From an optimization exercise on the open Yosys and OpenROAD flow, aimed at small area, a short achievable clock period and few clock cycles; shortcuts taken in it are not production practice. Function was checked by simulation only, so behaviour that the tests miss may differ from the original.

==> 06-27 <==
Design pix_tobj, start of the top module:
module pix_tobj (
    input  wire        clk,
    input  wire        rst,
    input  wire        in_valid,
    output wire        in_ready,
    input  wire [31:0] ta,
    input  wire [31:0] vir,
    input  wire [31:0] alpha,
    output reg         out_valid,
    output wire [31:0] out_to,
    output reg  [15:0] out_enc,
    output reg         out_clamped
);
    localparam [31:0] K_KELVIN = 32'h43889333;    
    localparam integer L_DIV = 14, L_ADD = 3, L_SQ1 = 11, L_SQ2 = 11, L_M100 = 2;
    localparam integer L_TOT = L_DIV + L_ADD + L_SQ1 + L_SQ2 + L_ADD + L_ADD + L_M100 + 1;
    localparam integer L_TO  = L_ADD + L_M100 + 1;    
    localparam [4:0]   SW_MIN = 5'd16;                 
    reg         rdy;
    reg         in_v, in_new;
    reg  [31:0] ta_r, vir_r, al_r;
    reg  [31:0] lt_ta;
    reg         lt_valid;
    reg         cur;
    reg  [4:0]  since_sw;
    reg  [31:0] slot0, slot1;
    reg         ktgt;
    assign in_ready = rdy;
    wire accept    = in_valid && rdy;
    wire newta     = !lt_valid || (ta != lt_ta);
    wire can_start = (since_sw >= SW_MIN);
    wire kstart    = in_v && in_new && can_start;
    wire adv       = in_v && (!in_new || can_start);
    wire [31:0] k4_val;
    wire        k4_done;
    fp_k4 u_k4 (.clk(clk), .rst(rst), .start(kstart), .ta(ta_r), .k4(k4_val), .done(k4_done));
    always @(posedge clk) begin
        if (rst) begin
            rdy      <= 1'b1;
            in_v     <= 1'b0;
            lt_valid <= 1'b0;
            since_sw <= 5'd31;
            cur      <= 1'b0;
            ktgt     <= 1'b0;
        end else begin
            if (kstart) begin
                cur      <= ~cur;
  ...
clock: 20.0 ns
lec_check: 0
abc_area: 1
abc_clock_period_in_ps: 5000
cap_margin: 20
core_margin: 2
core_utilization: 40
place_density: 0.6
slew_margin: 20
run.sh (not shown) runs the stock make flow with config.mk's settings and CLKGATE_MAP_FILE= SYNTH_SCRIPT=/design/flow/synth_recipe.tcl, a recipe that flattens the netlist after the stock synthesis.
==> 01-09: changes against 06-27 <==
--- a/flow/design.v
+++ b/flow/design.v
@@ -193,15 +193,14 @@
     wire        ph2 = (cnt >= 4'd9);
     wire [31:0] x   = ph2 ? k2 : tk;
     wire [23:0] M   = {1'b1, x[22:0]};
     wire [3:0]  cnx   = (start && cnt == 4'd0) ? 4'd1 :
                         (cnt == 4'd0 || cnt == 4'd13) ? 4'd0 : cnt + 4'd1;
-    reg         first, iter;
+    reg         first;
     reg  [2:0]  bsel;
     always @(posedge clk) begin
         first <= (cnx == 4'd4) || (cnx == 4'd9);
-        iter  <= (cnx >= 4'd4 && cnx <= 4'd6) || (cnx >= 4'd9 && cnx <= 4'd11);
         bsel  <= {(cnx == 4'd4) || (cnx == 4'd9), (cnx == 4'd5) || (cnx == 4'd10),
                   (cnx == 4'd6) || (cnx == 4'd11)};
     end
     wire [7:0]  byt = ({8{bsel[2]}} & M[23:16]) | ({8{bsel[1]}} & M[15:8]) |
                       ({8{bsel[0]}} & M[7:0]);
@@ -242,22 +241,22 @@
         else                     sq = {1'b0, ppk};
     end
     always @* k4 = sq;
     assign done = (cnt == 4'd13);
     always @(posedge clk) begin
+        S <= Sn;
+        C <= Cn;
+        V <= S + C;
+    end
+    always @(posedge clk) begin
         if (rst) begin
             cnt <= 4'd0;
         end else if (start && cnt == 4'd0) begin
             ta_k <= ta;
             cnt  <= 4'd1;
         end else if (cnt != 4'd0) begin
             cnt <= (cnt == 4'd13) ? 4'd0 : cnt + 4'd1;
-            if (iter) begin
-                S <= Sn;
-                C <= Cn;
-            end
-            if (cnt == 4'd7 || cnt == 4'd12) V <= S + C;
             if (cnt == 4'd8) k2 <= sq;
         end
     end
 endmodule
 module fp_mul100 (
@@ -301,15 +300,35 @@
     input  wire [31:0] b,
     output reg  [31:0] r
 );
     localparam [31:0] QNAN = 32'h7FC00000;
     localparam [1:0]  C_NUM = 2'd0, C_NAN = 2'd1, C_INF = 2'd2, C_ZERO = 2'd3;
+    function [28:0] psub(input [27:0] a, input [27:0] b);
+        reg [27:0] g, p, G, P;
+        integer    l, i;
+        begin
+            g = a & ~b;
+            p = a ^ ~b;
+            G = g;
+            P = p;
+            G[0] = g[0] | p[0];           
+            for (l = 0; l < 5; l = l + 1)
+                for (i = 27; i >= 0; i = i - 1)
+                    if (((i >> l) & 1) == 1) begin
+                        G[i] = G[i] | (P[i] & G[((i >> l) << l) - 1]);
+                        P[i] = P[i] & P[((i >> l) << l) - 1];
+                    end
+            psub[0] = ~p[0];
+            for (i = 1; i < 28; i = i + 1) psub[i] = p[i] ^ G[i-1];
+            psub[28] = G[27];
+        end
+    endfunction
     function [24:0] dstep(input [23:0] rem, input [23:0] d);
-        reg [24:0] t;
+        reg [28:0] t;
         begin
-            t = {rem, 1'b0} - {1'b0, d};
-            dstep = t[24] ? {1'b0, rem[22:0], 1'b0} : {1'b1, t[23:0]};
+            t = psub({3'b000, rem, 1'b0}, {4'b0000, d});
+            dstep = t[28] ? {1'b1, t[23:0]} : {1'b0, rem[22:0], 1'b0};
         end
     endfunction
     wire               as, bs;
     wire signed [11:0] ae, be;
     wire [23:0]        am, bm;
@@ -398,20 +417,39 @@
     reg [24:0] sr_root [0:9];
     reg [25:0] sr_R    [0:9];
     reg [7:0]  sr_ef   [0:9];
     reg        sr_s    [0:9];
     reg [1:0]  sr_c    [0:9];
+    function [28:0] psub(input [27:0] a, input [27:0] b);
+        reg [27:0] g, p, G, P;
+        integer    l, i;
+        begin
+            g = a & ~b;
+            p = a ^ ~b;
+            G = g;
+            P = p;
+            G[0] = g[0] | p[0];           
+            for (l = 0; l < 5; l = l + 1)
+                for (i = 27; i >= 0; i = i - 1)
+                    if (((i >> l) & 1) == 1) begin
+                        G[i] = G[i] | (P[i] & G[((i >> l) << l) - 1]);
+                        P[i] = P[i] & P[((i >> l) << l) - 1];
+                    end
+            psub[0] = ~p[0];
+            for (i = 1; i < 28; i = i + 1) psub[i] = p[i] ^ G[i-1];
+            psub[28] = G[27];
+        end
+    endfunction
     function [52:0] sstep(input [26:0] rem, input [24:0] root, input [1:0] pr, input integer j);
         reg [27:0] rs, tr, df;
         reg [27:0] mk;
         reg        g;
         begin
             mk = (28'd1 << (j + 2)) - 28'd1;
             rs = ({rem, pr}) & mk;
             tr = ({root, 2'b01}) & mk;
-            df = rs - tr;
-            g  = (rs >= tr);
+            {g, df} = psub(rs, tr);
             rs = g ? df : rs;
             mk = (28'd1 << (j + 1)) - 28'd1;
             rs = rs & mk;
             sstep = {g, rs[26:0], root[23:0], g};
         end
@@ -525,26 +563,28 @@
     localparam integer L_TOT = L_DIV + L_ADD + L_SQ1 + L_SQ2 + L_ADD + L_ADD + L_M100 + 1;
     localparam integer L_TO  = L_ADD + L_M100 + 1;    
     localparam [4:0]   SW_MIN = 5'd16;                 
     reg         rdy;
     reg         in_v, in_new;
-    reg  [31:0] ta_r, vir_r, al_r;
+    reg  [31:0] vir_r, al_r;
     reg  [31:0] lt_ta;
     reg         lt_valid;
     reg         cur;
     reg  [4:0]  since_sw;
     reg  [31:0] slot0, slot1;
     reg         ktgt;
     assign in_ready = rdy;
     wire accept    = in_valid && rdy;
     wire newta     = !lt_valid || (ta != lt_ta);
     wire can_start = (since_sw >= SW_MIN);
-    wire kstart    = in_v && in_new && can_start;
+    wire kst_in    = accept && newta && can_start;       
+    wire kst_hold  = in_v && in_new && can_start;         
+    wire kstart    = kst_in || kst_hold;
     wire adv       = in_v && (!in_new || can_start);
     wire [31:0] k4_val;
     wire        k4_done;
-    fp_k4 u_k4 (.clk(clk), .rst(rst), .start(kstart), .ta(ta_r), .k4(k4_val), .done(k4_done));
+    fp_k4 u_k4 (.clk(clk), .rst(rst), .start(kstart), .ta(kst_in ? ta : lt_ta), .k4(k4_val), .done(k4_done));
     always @(posedge clk) begin
         if (rst) begin
             rdy      <= 1'b1;
             in_v     <= 1'b0;
             lt_valid <= 1'b0;
@@ -558,23 +598,22 @@
                 since_sw <= 5'd0;
             end else if (since_sw != 5'd31)
                 since_sw <= since_sw + 5'd1;
             if (accept) begin
                 in_v     <= 1'b1;
-                in_new   <= newta;
+                in_new   <= newta && !can_start;
                 lt_ta    <= ta;
                 lt_valid <= 1'b1;
-                rdy      <= !newta;
+                rdy      <= !(newta && !can_start);
             end else begin
                 if (adv) in_v <= 1'b0;
                 rdy <= !(in_v && in_new && !can_start);
             end
         end
     end
     always @(posedge clk)
         if (rdy) begin
-            ta_r  <= ta;
             vir_r <= vir;
             al_r  <= alpha;
         end
     always @(posedge clk)
         if (k4_done) begin
@@ -584,11 +623,11 @@
     reg [L_TOT-1:0] vch;
     reg [L_DIV-1:0] tch;
     always @(posedge clk) begin
         if (rst) vch <= {L_TOT{1'b0}};
         else     vch <= {vch[L_TOT-2:0], adv};
-        tch <= {tch[L_DIV-2:0], kstart ? ~cur : cur};
+        tch <= {tch[L_DIV-2:0], kst_hold ? ~cur : cur};
     end
     wire [31:0] y, r, s1, s2, to, w, v;
     fp_div  u_div (.clk(clk), .a(vir_r), .b(al_r), .r(y));
     wire [31:0] k4 = tch[L_DIV-1] ? slot1 : slot0;
     fp_add  u_r   (.clk(clk), .a(y), .b(k4), .sub(1'b0), .r(r));
==> flow/config.mk (replaced) <==
export PLATFORM = sky130hd
export DESIGN_NAME = pix_tobj
export DESIGN_NICKNAME = pix_tobj
export VERILOG_FILES = /design/flow/design.v
export SDC_FILE = /design/flow/constraint.sdc
export NUM_CORES = 4
export LEC_CHECK = 0
export ABC_AREA = 1
export CAP_MARGIN = 60
export CORE_MARGIN = 2
export CORE_UTILIZATION = 55
export PLACE_DENSITY = 0.7
export SLEW_MARGIN = 80
==> results list <==
- Run status: finished clean
- Via density: 4.94
- The initial antenna violation count is 6.
* Wire length of the first global-routing pass: 746000 um
- Via count of the first global-routing pass: 147000
# the run above: 06-27

==> results list <==
- Run status: finished clean
- In the routed layout, each cell is associated on average with a via count of approximately 5.3.
- Counting I/O delays and the setup requirement, the final critical path takes approximately 7.2 ns.
- The number of global-route vias before repair was 146000.
- The first global-routing pass estimated 732000 um of wire.
* Synth Area in Adders: 0.157
- Initial antenna violation count: 2
* Top delay family on crit path: simple AND/OR/NAND/NOR gates
# the run above: 01-09

Testbench counts of 06-27, summed over its fixed seeds: cycles 2,464.
Testbench counts of 01-09, summed over its fixed seeds: cycles 2,432.

[afterwards: timing with drivers on the ports]
How much do the figures lean on ideal ports? The routed layouts below were timed once more, with nothing changed but the port constraints.
Step 1, drivers: a clkbuf_16 drives clk and a buf_2 each remaining input, both assumed.
Step 2, shift: input delay + t, output delay - t, t = (earliest + latest rising clock arrival at the registers) / 2. This alone moves slack from input paths to output paths.
Three values: ideal ports, drivers, drivers and shift; two values: the first two.
| run | t, ns | slack for setup (ns) | worst register clock-pin slew, ns |
|---|---|---|---|
| 06-27 | 1.067 | 11.585 / 11.585 / 11.585 | 0.07 / 0.07 |
| 01-09 | 1.030 | 12.759 / 12.759 / 12.334 | 0.07 / 0.07 |
After both steps every run listed still meets setup and hold. For 01-09, which loses most, drivers alone change the setup slack by 0.000 ns; drivers and shift together by -0.425 ns.
